Background: an optimization exercise with open tools, aiming at small area. Do not read the settings as production practice.
RTL that was checked went through simulation tests only; none was proved equivalent to the original.
No activity file was given, so power comes from the tool's default toggle rates.

## ppmdec
module ppmdec (
    input  wire        clk,
    input  wire        rst,
    input  wire        edge_valid,
    input  wire [15:0] edge_ts,
    input  wire        tick,
    input  wire        frame_ack,
    input  wire [7:0]  rd_idx,
    input  wire [63:0] ctl_in,
    output wire [15:0] rd_cap,
    output wire [15:0] rd_dif,
    output wire        rd_oob,
    output wire [31:0] status,
    output wire [7:0]  qual,
    output wire        failsafe,
    output wire        sig_ok,
    output wire        update_en,
    output wire        frame_ready,
    output wire [63:0] ctl_out,
    output reg  [2:0]  ev_class,
    output wire [15:0] ev_width
);
For scale: ~1,000 cells after synthesis, ~250 I/O pins, ~0.016 mm2 of cells after synthesis.
==> module ppmdec, before the edit <==
module ppmdec (
    input  wire        clk,
    input  wire        rst,
    input  wire        edge_valid,
    input  wire [15:0] edge_ts,
    input  wire        tick,
    input  wire        frame_ack,
    input  wire [7:0]  rd_idx,
    input  wire [63:0] ctl_in,
    output wire [15:0] rd_cap,
    output wire [15:0] rd_dif,
    output wire        rd_oob,
    output wire [31:0] status,
    output wire [7:0]  qual,
    output wire        failsafe,
    output wire        sig_ok,
    output wire        update_en,
    output wire        frame_ready,
    output wire [63:0] ctl_out,
    output reg  [2:0]  ev_class,
    output wire [15:0] ev_width
);
    localparam [10:0] ZERO_CODE = 11'h100;
    reg  [15:0] nprev;           
    reg  [4:0]  idx;             
    reg  [10:0] cap_c  [0:15];   
    reg  [10:0] prev_c [0:15];   
    reg         frame_rdy_q;
    reg  [7:0]  qual_q;
    genvar b, k;
    wire nrst;
    ppm_inv u_nrst (.a(rst), .y(nrst));
    wire [15:0] width;
    ppm_width u_width (.ts(edge_ts), .nprev(nprev), .w(width));
    wire is_sync, is_data;
    ppm_cls u_cls (.w(width), .is_sync(is_sync), .is_data(is_data));
    wire in_range = !idx[4];
    wire qinc     = edge_valid & is_data;
    wire do_store = qinc & in_range;
    wire fr_set   = do_store & (idx[3] | idx[2] | (idx[1] & idx[0]));
    always @(*) begin
        if (rst || !edge_valid)
            ev_class = 3'd0;
        else if (is_sync)
            ev_class = 3'd2;
        else if (!is_data)
            ev_class = 3'd1;
        else if (in_range)
            ev_class = 3'd3;
        else
            ev_class = 3'd4;
    end
    wire ev_on = edge_valid & ~rst;
    generate
        for (b = 0; b < 16; b = b + 1) begin : g_evw
            ppm_and2 u_a (.a(width[b]), .b(ev_on), .y(ev_width[b]));
        end
    endgenerate
    assign failsafe = (qual_q == 8'd0);
    wire [7:0] q_plus = qual_q + 8'd10;
    wire [7:0] q1  = qinc ? ((qual_q > 8'd190) ? 8'd200 : q_plus) : qual_q;
    wire       dec = tick & (qinc | ~failsafe);      
    wire [7:0] q2  = q1 - {7'd0, dec};
    wire [10:0] wcode;
    generate
        for (b = 0; b < 11; b = b + 1) begin : g_wc
            if (ZERO_CODE[b]) begin : g_one
                ppm_or2 u_o (.a(width[b+1]), .b(rst), .y(wcode[b]));
            end else begin : g_zero
                ppm_and2 u_a (.a(width[b+1]), .b(nrst), .y(wcode[b]));
            end
        end
    endgenerate
    wire        nprev_en = rst | edge_valid;
    wire [15:0] nprev_d;
    generate
        for (b = 0; b < 16; b = b + 1) begin : g_np
            ppm_nand2 u_n (.a(edge_ts[b]), .b(nrst), .y(nprev_d[b]));
        end
    endgenerate
    always @(posedge clk)
        if (nprev_en)
            nprev <= nprev_d;
    always @(posedge clk) begin
        if (rst) begin
            idx         <= 5'd0;
            frame_rdy_q <= 1'b0;
            qual_q      <= 8'd0;
        end else begin
            if (edge_valid) begin
                if (is_sync)
                    idx <= 5'd0;
                else if (do_store)
                    idx <= idx + 5'd1;
            end
            qual_q      <= q2;
            frame_rdy_q <= fr_set | (frame_rdy_q & ~frame_ack);
        end
    end
    wire [3:0] wna, wnb;
    generate
        for (k = 0; k < 4; k = k + 1) begin : g_wpre
            assign wna[k] = ~(do_store & (idx[1:0] == k));
            assign wnb[k] = ~(idx[3:2] == k);
        end
    endgenerate
    generate
        for (k = 0; k < 16; k = k + 1) begin : g_slot
            wire we;
            ppm_o21ai u_we (.a1(wna[k % 4]), .a2(wnb[k / 4]), .b(nrst), .y(we));
            always @(posedge clk) begin
                if (we) begin
                    cap_c[k]  <= wcode;
                    prev_c[k] <= cap_c[k];
                end
            end
        end
    endgenerate
    assign rd_oob = |rd_idx[7:4];
    wire [15:0] rsel, rselp;
    wire [3:0]  rna, rnb;
    generate
        for (k = 0; k < 4; k = k + 1) begin : g_rpre
            assign rna[k] = ~(rd_idx[1:0] == k);
            assign rnb[k] = ~(!rd_oob && (rd_idx[3:2] == k));
        end
        for (k = 0; k < 16; k = k + 1) begin : g_rsel
            ppm_nor2 u_s (.a(rna[k % 4]), .b(rnb[k / 4]), .y(rsel[k]));
            ppm_nor2 u_t (.a(rna[k % 4]), .b(rnb[k / 4]), .y(rselp[k]));
        end
    endgenerate
    wire [10:0] cu, cv, pu, pv;
    generate
        for (b = 0; b < 11; b = b + 1) begin : g_rd
            wire [15:0] cbits, pbits;
            for (k = 0; k < 16; k = k + 1) begin : g_b
                assign cbits[k] = cap_c[k][b];
                assign pbits[k] = prev_c[k][b];
            end
            ppm_sel16h u_c (.sel(rsel), .din(cbits), .u(cu[b]), .v(cv[b]));
            ppm_sel16h u_p (.sel(rselp), .din(pbits), .u(pu[b]), .v(pv[b]));
        end
    endgenerate
    wire [10:0] rc;
    generate
        for (b = 0; b < 11; b = b + 1) begin : g_rc
            ppm_or2 u_o (.a(cu[b]), .b(cv[b]), .y(rc[b]));
        end
    endgenerate
    wire rc_zero = ~rc[10] & ~rc[9] & rc[8];
    wire nz      = ~(rd_oob | rc_zero);
    wire [11:0] cap12;
    ppm_nor4 u_c11 (.a(rc[10]), .b(rc[9]), .c(rc[8]), .d(rd_oob), .y(cap12[11]));
    assign cap12[10:9] = rc[10:9];
    assign cap12[8]    = rc[8] & (rc[10] | rc[9]);
    assign cap12[7:0]  = rc[7:0];
    wire [10:0] nrp;
    generate
        for (b = 0; b < 11; b = b + 1) begin : g_rp
            if (b == 8) begin : g_8
                ppm_nor3 u_n (.a(pu[b]), .b(pv[b]), .c(~nz), .y(nrp[b]));
            end else begin : g_o
                ppm_o21ai u_n (.a1(pu[b]), .a2(pv[b]), .b(nz), .y(nrp[b]));
            end
        end
    endgenerate
    wire [11:0] nprev12;
    ppm_nand3 u_p11 (.a(nrp[10]), .b(nrp[9]), .c(nrp[8]), .y(nprev12[11]));
    assign nprev12[10:9] = nrp[10:9];
    assign nprev12[8]    = nrp[8] | (nrp[10] & nrp[9]);
    assign nprev12[7:0]  = nrp[7:0];
    wire [12:0] dq;
    ppm_dif u_dif (.cap12(cap12), .nprev12(nprev12), .dq(dq));
    assign rd_cap = {4'd0, cap12};
    assign rd_dif = {{3{dq[12]}}, dq};
    assign qual        = qual_q;
    assign frame_ready = frame_rdy_q;
    assign sig_ok      = (qual_q > 8'd100);
    assign update_en   = frame_rdy_q & ~failsafe;
    assign status      = {12'd0, update_en, sig_ok, failsafe, frame_rdy_q, 3'd0, idx, qual_q};
    generate
        for (b = 0; b < 64; b = b + 1) begin : g_ctl
            ppm_and2 u_a (.a(ctl_in[b]), .b(~failsafe), .y(ctl_out[b]));
        end
    endgenerate
endmodule
Settings: LEC_CHECK=0, ABC_AREA=0, ABC_CLOCK_PERIOD_IN_PS=30000, CAP_MARGIN=20, CORE_MARGIN=2, CORE_UTILIZATION=40, PLACE_DENSITY=0.6, SLEW_MARGIN=20, SYNTH_HIERARCHICAL=1, SYNTH_MINIMUM_KEEP_SIZE=0; clock period 30.0 ns.
standard.sh (not shown) runs the stock make flow with config.mk's settings and CLKGATE_MAP_FILE= SYNTH_SCRIPT=/design/flow/synth_recipe.tcl, a recipe that flattens the netlist after the stock synthesis.
==> flow/flow/run.sh <==
#!/bin/bash
# Own layout flow: the standard ORFS flow (standard.sh) with three changes:
# - after synthesis, combinational cells are swapped to their smallest drive
#   strength (flow/downsize.tcl); later repair steps size up where needed;
# - the port buffers use the smallest buffer cell;
# - the clock tree is built from mid-size clock buffers in larger clusters,
#   without dummy loads.
set -euo pipefail
export POST_SYNTH_TCL="$(pwd)/flow/downsize.tcl"
export BUFFER_PORTS_ARGS="-buffer_cell sky130_fd_sc_hd__buf_1"
export CTS_ARGS="-sink_clustering_enable -repair_clock_nets -buf_list sky130_fd_sc_hd__clkbuf_8 -sink_clustering_size 16 -sink_clustering_max_diameter 150 -dont_use_dummy_load"
bash standard.sh finish > standard.log 2>&1
==> flow/flow/downsize.tcl <==
# Run after synthesis (POST_SYNTH_TCL): swap each combinational cell for the
# smallest-area cell of the same family (same name up to the drive-strength
# suffix, hence the same function and pins). Registers, buffers and clock
# cells are left as synthesis made them; later repair steps size up again
# wherever timing, slew or capacitance needs it.
set db [ord::get_db]
set block [ord::get_db_block]
set n 0
foreach inst [$block getInsts] {
  set master [$inst getMaster]
  set name [$master getName]
  if {![regexp {^(sky130_fd_sc_hd__[a-z0-9]+)_([0-9]+)$} $name -> base drive]} { continue }
  if {[regexp {^sky130_fd_sc_hd__(s?e?df|dl|conb|clk|buf|tap|fill|decap|lpflow)} $name]} { continue }
  set best $master
  set best_area [expr {[$master getWidth] * [$master getHeight]}]
  foreach d {0 1 2} {
    set m [$db findMaster "${base}_$d"]
    if {$m eq "NULL" || $m eq ""} { continue }
    set a [expr {[$m getWidth] * [$m getHeight]}]
    if {$a < $best_area} {
      set best $m
      set best_area $a
    }
  }
  if {$best ne $master} {
    $inst swapMaster $best
    incr n
  }
}
puts "downsize: swapped $n cells to a smaller drive strength"
==> next run, changes <==
--- a/flow/design.v
+++ b/flow/design.v
@@ -236,34 +236,33 @@
                     prev_c[k] <= cap_c[k];
                 end
             end
         end
     endgenerate
     assign rd_oob = |rd_idx[7:4];
-    wire [15:0] rsel, rselp;
+    wire [15:0] rsel;
     wire [3:0]  rna, rnb;
     generate
         for (k = 0; k < 4; k = k + 1) begin : g_rpre
             assign rna[k] = ~(rd_idx[1:0] == k);
             assign rnb[k] = ~(!rd_oob && (rd_idx[3:2] == k));
         end
         for (k = 0; k < 16; k = k + 1) begin : g_rsel
             ppm_nor2 u_s (.a(rna[k % 4]), .b(rnb[k / 4]), .y(rsel[k]));
-            ppm_nor2 u_t (.a(rna[k % 4]), .b(rnb[k / 4]), .y(rselp[k]));
         end
     endgenerate
     wire [10:0] cu, cv, pu, pv;
     generate
         for (b = 0; b < 11; b = b + 1) begin : g_rd
             wire [15:0] cbits, pbits;
             for (k = 0; k < 16; k = k + 1) begin : g_b
                 assign cbits[k] = cap_c[k][b];
                 assign pbits[k] = prev_c[k][b];
             end
             ppm_sel16h u_c (.sel(rsel), .din(cbits), .u(cu[b]), .v(cv[b]));
-            ppm_sel16h u_p (.sel(rselp), .din(pbits), .u(pu[b]), .v(pv[b]));
+            ppm_sel16h u_p (.sel(rsel), .din(pbits), .u(pu[b]), .v(pv[b]));
         end
     endgenerate
     wire [10:0] rc;
     generate
         for (b = 0; b < 11; b = b + 1) begin : g_rc
             ppm_or2 u_o (.a(cu[b]), .b(cv[b]), .y(rc[b]));
What happened: The new run passed the timing, DRC and antenna checks. Die area drops slightly. Via count decreases slightly. First-iteration DRC count grows by about a fifth. Routed wire length went down by a few percent. Area after synthesis decreases slightly. Total power shrinks slightly. Register-to-register slack gains 0.03 ns. Count of clock-buffer cells in the layout is unchanged. Final cell count drops slightly. Final area shrinks slightly.
Function not checked in the first run of this note: the RTL went through the layout flow alone.

## port drivers added, routing unchanged
How much do the figures lean on ideal ports? The routed layouts below were timed once more, with nothing changed but the port constraints.
Step 1: set_driving_cell puts a clkbuf_16 on clk and a buf_2 on each other input, an assumption about the parent block.
Step 2 also shifts input and output timing later by t, the mid clock arrival at the registers, as if the neighbouring blocks saw the same clock.
Slacks: ideal / step 1 / step 2; pairs: ideal / step 1.
| run | t (ns) | setup WS [ns] | worst register clock-pin slew, ns |
|---|---|---|---|
| the first run | 0.623 | 3.310 / 3.290 / 3.290 | 0.11 / 0.11 |
| the second run | 0.614 | 3.386 / 3.364 / 3.364 | 0.11 / 0.11 |
After both steps every run listed still meets setup and hold. For the second run, which loses most, drivers alone change the setup slack by -0.022 ns; drivers and shift together by -0.022 ns.
